Background: an optimization exercise with open tools, aiming at small area, a short achievable clock period and few clock cycles per item. Do not read the settings as production practice.
Only simulation tests tie the RTL to the original design; equivalence was not proved.

==> module spidrv_f2i, before the edit <==
module spidrv_f2i (
    input  wire [25:0] ph,           
    input  wire        pl,           
    input  wire        zp,
    input  wire        ovf,
    input  wire        big,
    input  wire [5:0]  sh,           
    input  wire        neg,
    input  wire [31:0] out_min,
    output wire [31:0] y,
    output wire [22:0] rm,           
    output wire        rc            
);
    wire        p47 = ph[25];
    wire        lsb = p47 ? ph[2] : ph[1];
    wire        g   = p47 ? ph[1] : ph[0];
    wire        st  = p47 ? (ph[0] | pl) : pl;
    wire        rnd = g & (st | lsb);
    wire [24:0] x   = {ph[25:2], ph[1] & ~p47};                      
    wire [25:0] tt  = {1'b0, x} + {24'd0, rnd & p47, rnd & ~p47};    
    assign rm = p47 ? tt[23:1] : tt[22:0];
    assign rc = p47 ? tt[25] : tt[24];
    wire [32:0] v   = {tt, 7'd0} >> sh;
    wire        oor = ovf | v[32] | v[31];
    wire [31:0] qq  = zp ? 32'd0 : oor ? 32'h8000_0000 : big ? 32'd0 : v[31:0];
    wire        co;
    spidrv_add #(32, 5) u_add (.a(out_min), .b(qq ^ {32{neg}}), .ci(neg), .s(y), .co(co));
endmodule
Settings: LEC_CHECK=0, CAP_MARGIN=20, CORE_MARGIN=2, CORE_UTILIZATION=55, SLEW_MARGIN=20; clock period 32.0 ns.
standard.sh (not shown) runs the stock make flow with config.mk's settings and CLKGATE_MAP_FILE= SYNTH_SCRIPT=/design/flow/synth_recipe.tcl, a recipe that flattens the netlist after the stock synthesis.
==> flow/flow/run.sh <==
#!/bin/bash
# Standard layout, with repair_timing asked to keep extra setup margin so that
# the critical paths are sized for speed, and the port buffers made with
# buf_1 cells (the clock and constraints are unchanged; every port is still
# buffered).
set -euo pipefail
bash standard.sh SETUP_SLACK_MARGIN=24.2 "BUFFER_PORTS_ARGS=-buffer_cell sky130_fd_sc_hd__buf_1" finish > standard_flow.log 2>&1
Testbench counts at the start, summed over its fixed seeds: cycles 21,504, items 19,200.
Rerun with:
--- a/flow/design.v
+++ b/flow/design.v
@@ -1669,14 +1669,15 @@
     wire        rnd = g & (st | lsb);
     wire [24:0] x   = {ph[25:2], ph[1] & ~p47};                      
     wire [25:0] tt  = {1'b0, x} + {24'd0, rnd & p47, rnd & ~p47};    
     assign rm = p47 ? tt[23:1] : tt[22:0];
     assign rc = p47 ? tt[25] : tt[24];
     wire [32:0] v   = {tt, 7'd0} >> sh;
-    wire        oor = ovf | v[32] | v[31];
-    wire [31:0] qq  = zp ? 32'd0 : oor ? 32'h8000_0000 : big ? 32'd0 : v[31:0];
+    wire        oor = ovf | ((sh == 6'd0) & (tt[25] | tt[24])) | ((sh == 6'd1) & tt[25]);
+    wire        clr = zp | oor | big;
+    wire [31:0] qq  = {(v[31] & ~clr) | (oor & ~zp), v[30:0] & {31{~clr}}};
     wire        co;
     spidrv_add #(32, 5) u_add (.a(out_min), .b(qq ^ {32{neg}}), .ci(neg), .s(y), .co(co));
 endmodule
 module spidrv_newmapper (
     input  wire [24:0] rem,         
     input  wire [23:0] den,         
Hold slack loses 0.0087 ns.
Setup slack degrades by 0.027 ns.
Die area came out lower slightly.
Cell count is about the same.
Design area rises slightly.
Routed wire length decreases slightly.
Count of clock-buffer cells in the layout went up by 4.
Sequential share of layout area decreases by 0.24 points.
Utilization rises by 1.5 points.
First-iteration DRC count goes up by about a fifth.
Testbench counts after the change, summed over its fixed seeds: cycles 21,504, items 19,200.

* * *

spidrv_core, a different RTL version from the one above (not shown whole).
Size: ~370 flip-flops, about 230 I/O pins, ~42,000 µm² of cells after synthesis.
clock: 32.0 ns
lec_check: 0
cap_margin: 20
core_margin: 2
core_utilization: 40
slew_margin: 20
==> flow/flow/run.sh <==
#!/bin/bash
# Standard layout, with repair_timing asked to keep extra setup margin so that
# the critical paths are sized for speed, and the port buffers made with
# buf_1 cells (the clock and constraints are unchanged; every port is still
# buffered).
set -euo pipefail
bash standard.sh SETUP_SLACK_MARGIN=24.4 "BUFFER_PORTS_ARGS=-buffer_cell sky130_fd_sc_hd__buf_1" finish > standard_flow.log 2>&1
Testbench counts at the start, summed over its fixed seeds: cycles 21,504, items 19,200.
Next try:
--- a/flow/design.v
+++ b/flow/design.v
@@ -1,23 +1,22 @@
 module spidrv_absdiff (
     input  wire [31:0] a,
     input  wire [31:0] b,
     input  wire        uns,
     output wire [31:0] mag,
     output wire        neg
 );
-    wire [31:0] t, tn;
-    wire        c0, c1;
-    spidrv_add #(32, 5) u_t  (.a(a), .b(~b), .ci(1'b1), .s(t),  .co(c0));
-    spidrv_add #(32, 5) u_tn (.a(b), .b(~a), .ci(1'b1), .s(tn), .co(c1));
+    wire [31:0] t;
+    wire        c0;
+    spidrv_add #(32, 5) u_t (.a(a), .b(~b), .ci(1'b1), .s(t), .co(c0));
     assign neg = ~uns & t[31];
-    assign mag = neg ? tn : t;
+    assign mag = (t ^ {32{neg}}) + {31'd0, neg};
 endmodule
 module spidrv_int2f (
     input  wire [31:0] mag,
     output wire        zero,
     output wire [7:0]  e,
     output wire [22:0] m
 );
     wire [15:0] z1;                      
     wire [15:0] p1;                      
     genvar g;
@@ -1777,23 +1776,24 @@
     reg        wp, rp;
     reg [1:0]  fcnt;
     reg        va, na;
     reg [31:0] maga;
     reg        v1, z1, n1;
     reg [7:0]  ex1;
     reg [22:0] m1;
     reg        v2, zp2, ovf2, big2, n2, pl2;
     reg [25:0] ph2;
     reg [5:0]  sh2;
-    reg [24:0] rem;
-    reg [7:0]  e_num;
-    reg        num_zero, err3, err4;
+    wire [24:0] rem      = m3[24:0];
+    wire [7:0]  e_num    = f1[7:0];
+    wire        num_zero = f1[8];
+    reg         err3, err4;
     wire idle   = (state == S_IDLE);
     wire cfga   = (state == S_C1) | (state == S_C2);     
     wire cfgb   = (state == S_C2) | (state == S_C3);     
     wire cstart = idle & cfg_valid;
     wire [23:0] head = rp ? f1 : f0;
     wire [31:0] opa;
     spidrv_remap u_dec (.f(head), .fh(f0h), .le(little_endian), .cfgm(cfga), .a(opa));
     wire [31:0] maga_d;
     wire        na_d;
     spidrv_absdiff u_abs (.a(opa), .b(bsub), .uns(cfga), .mag(maga_d), .neg(na_d));
@@ -1821,21 +1821,23 @@
     wire pop  = en & (fcnt != 2'd0);
     wire [1:0] fcnt_n = fcnt + {1'b0, push} - {1'b0, pop};
     wire cerr = err3 | err4 | z1;
     always @(posedge clk) begin
         if (cstart | (state == S_C1)) begin
             f0  <= (state == S_C1) ? cfg_in_max[23:0]  : cfg_out_max[23:0];
             f0h <= (state == S_C1) ? cfg_in_max[31:24] : cfg_out_max[31:24];
         end else if (s_ready & ~wp) begin
             f0 <= s_data;
         end
-        if (s_ready & wp)
+        if (state == S_C3)
+            f1[8:0] <= {z1, ex1};
+        else if (s_ready & wp)
             f1 <= s_data;
         if (cstart)
             bsub <= cfg_out_min;
         if (state == S_C1) begin
             bsub          <= cfg_in_min;
             out_min       <= cfg_out_min;
             little_endian <= cfg_little_endian;
             err3          <= f0h[7];
         end
         if (state == S_C2)
@@ -1860,27 +1862,24 @@
         if (en) begin
             zp2  <= z1 | (es == 8'd0);
             ovf2 <= shs[9];
             big2 <= ~shs[9] & (shs[8:0] > 9'd32);
             sh2  <= shs[5:0];
             n2   <= n1;
             m_data <= y;
         end
         if (m3cyc)
             m3 <= P[46:21];
-        if (state == S_C3) begin
-            rem      <= {1'b1, m1};
-            e_num    <= ex1;
-            num_zero <= z1;
-        end else if (state == S_DIV) begin
-            rem       <= rem_n;
-        end
+        else if (state == S_C3)
+            m3[24:0] <= {1'b1, m1};
+        else if (state == S_DIV)
+            m3[24:0] <= rem_n;
         if (state == S_RND) begin
             cfg_scale <= scale_r;
         end
         if (rst) begin
             state     <= S_IDLE;
             dcnt      <= 4'd0;
             mapper_ok <= 1'b0;
             fcnt      <= 2'd0;
             wp        <= 1'b0;
             rp        <= 1'b0;
Die area drops by 3.1%; cell count drops by 0.93%; fmax hardly moves; routed wire length drops by 1.6%; clock-buffer cell count drops by 6; utilization climbs by 0.58 points.
Testbench counts after the change, summed over its fixed seeds: cycles 21,504, items 19,200.

afterwards: timing with drivers on the ports:
How much do the figures lean on ideal ports? The routed layouts below were timed once more, with nothing changed but the port constraints.
Step 1 (the two cells are an assumption about what drives the block):
set clk [get_ports {clk}]
set_driving_cell -lib_cell sky130_fd_sc_hd__clkbuf_16 $clk
set_driving_cell -lib_cell sky130_fd_sc_hd__buf_2 [delete_from_list [all_inputs] $clk]
Step 2 also shifts input and output timing later by t, the mid clock arrival at the registers, as if the neighbouring blocks saw the same clock.
Three values: ideal, step 1, step 2; two values: the first two.
| run | t, ns | slack for setup (ns) | hold slack, ns |
|---|---|---|---|
| the first run of note 1 | 0.656 | 24.360 / 24.292 / 23.719 | 0.426 / 0.426 / 0.426 |
| the second run of note 1 | 0.655 | 24.333 / 24.264 / 23.732 | 0.418 / 0.418 / 0.418 |
| the first run of note 2 | 0.675 | 24.231 / 24.166 / 23.858 | 0.423 / 0.423 / 0.423 |
| the second run of note 2 | 0.631 | 24.254 / 24.192 / 23.880 | 0.421 / 0.421 / 0.421 |
After both steps every run listed still meets setup and hold. For the first run of note 1, which loses most, drivers alone change the setup slack by -0.068 ns; drivers and shift together by -0.641 ns.
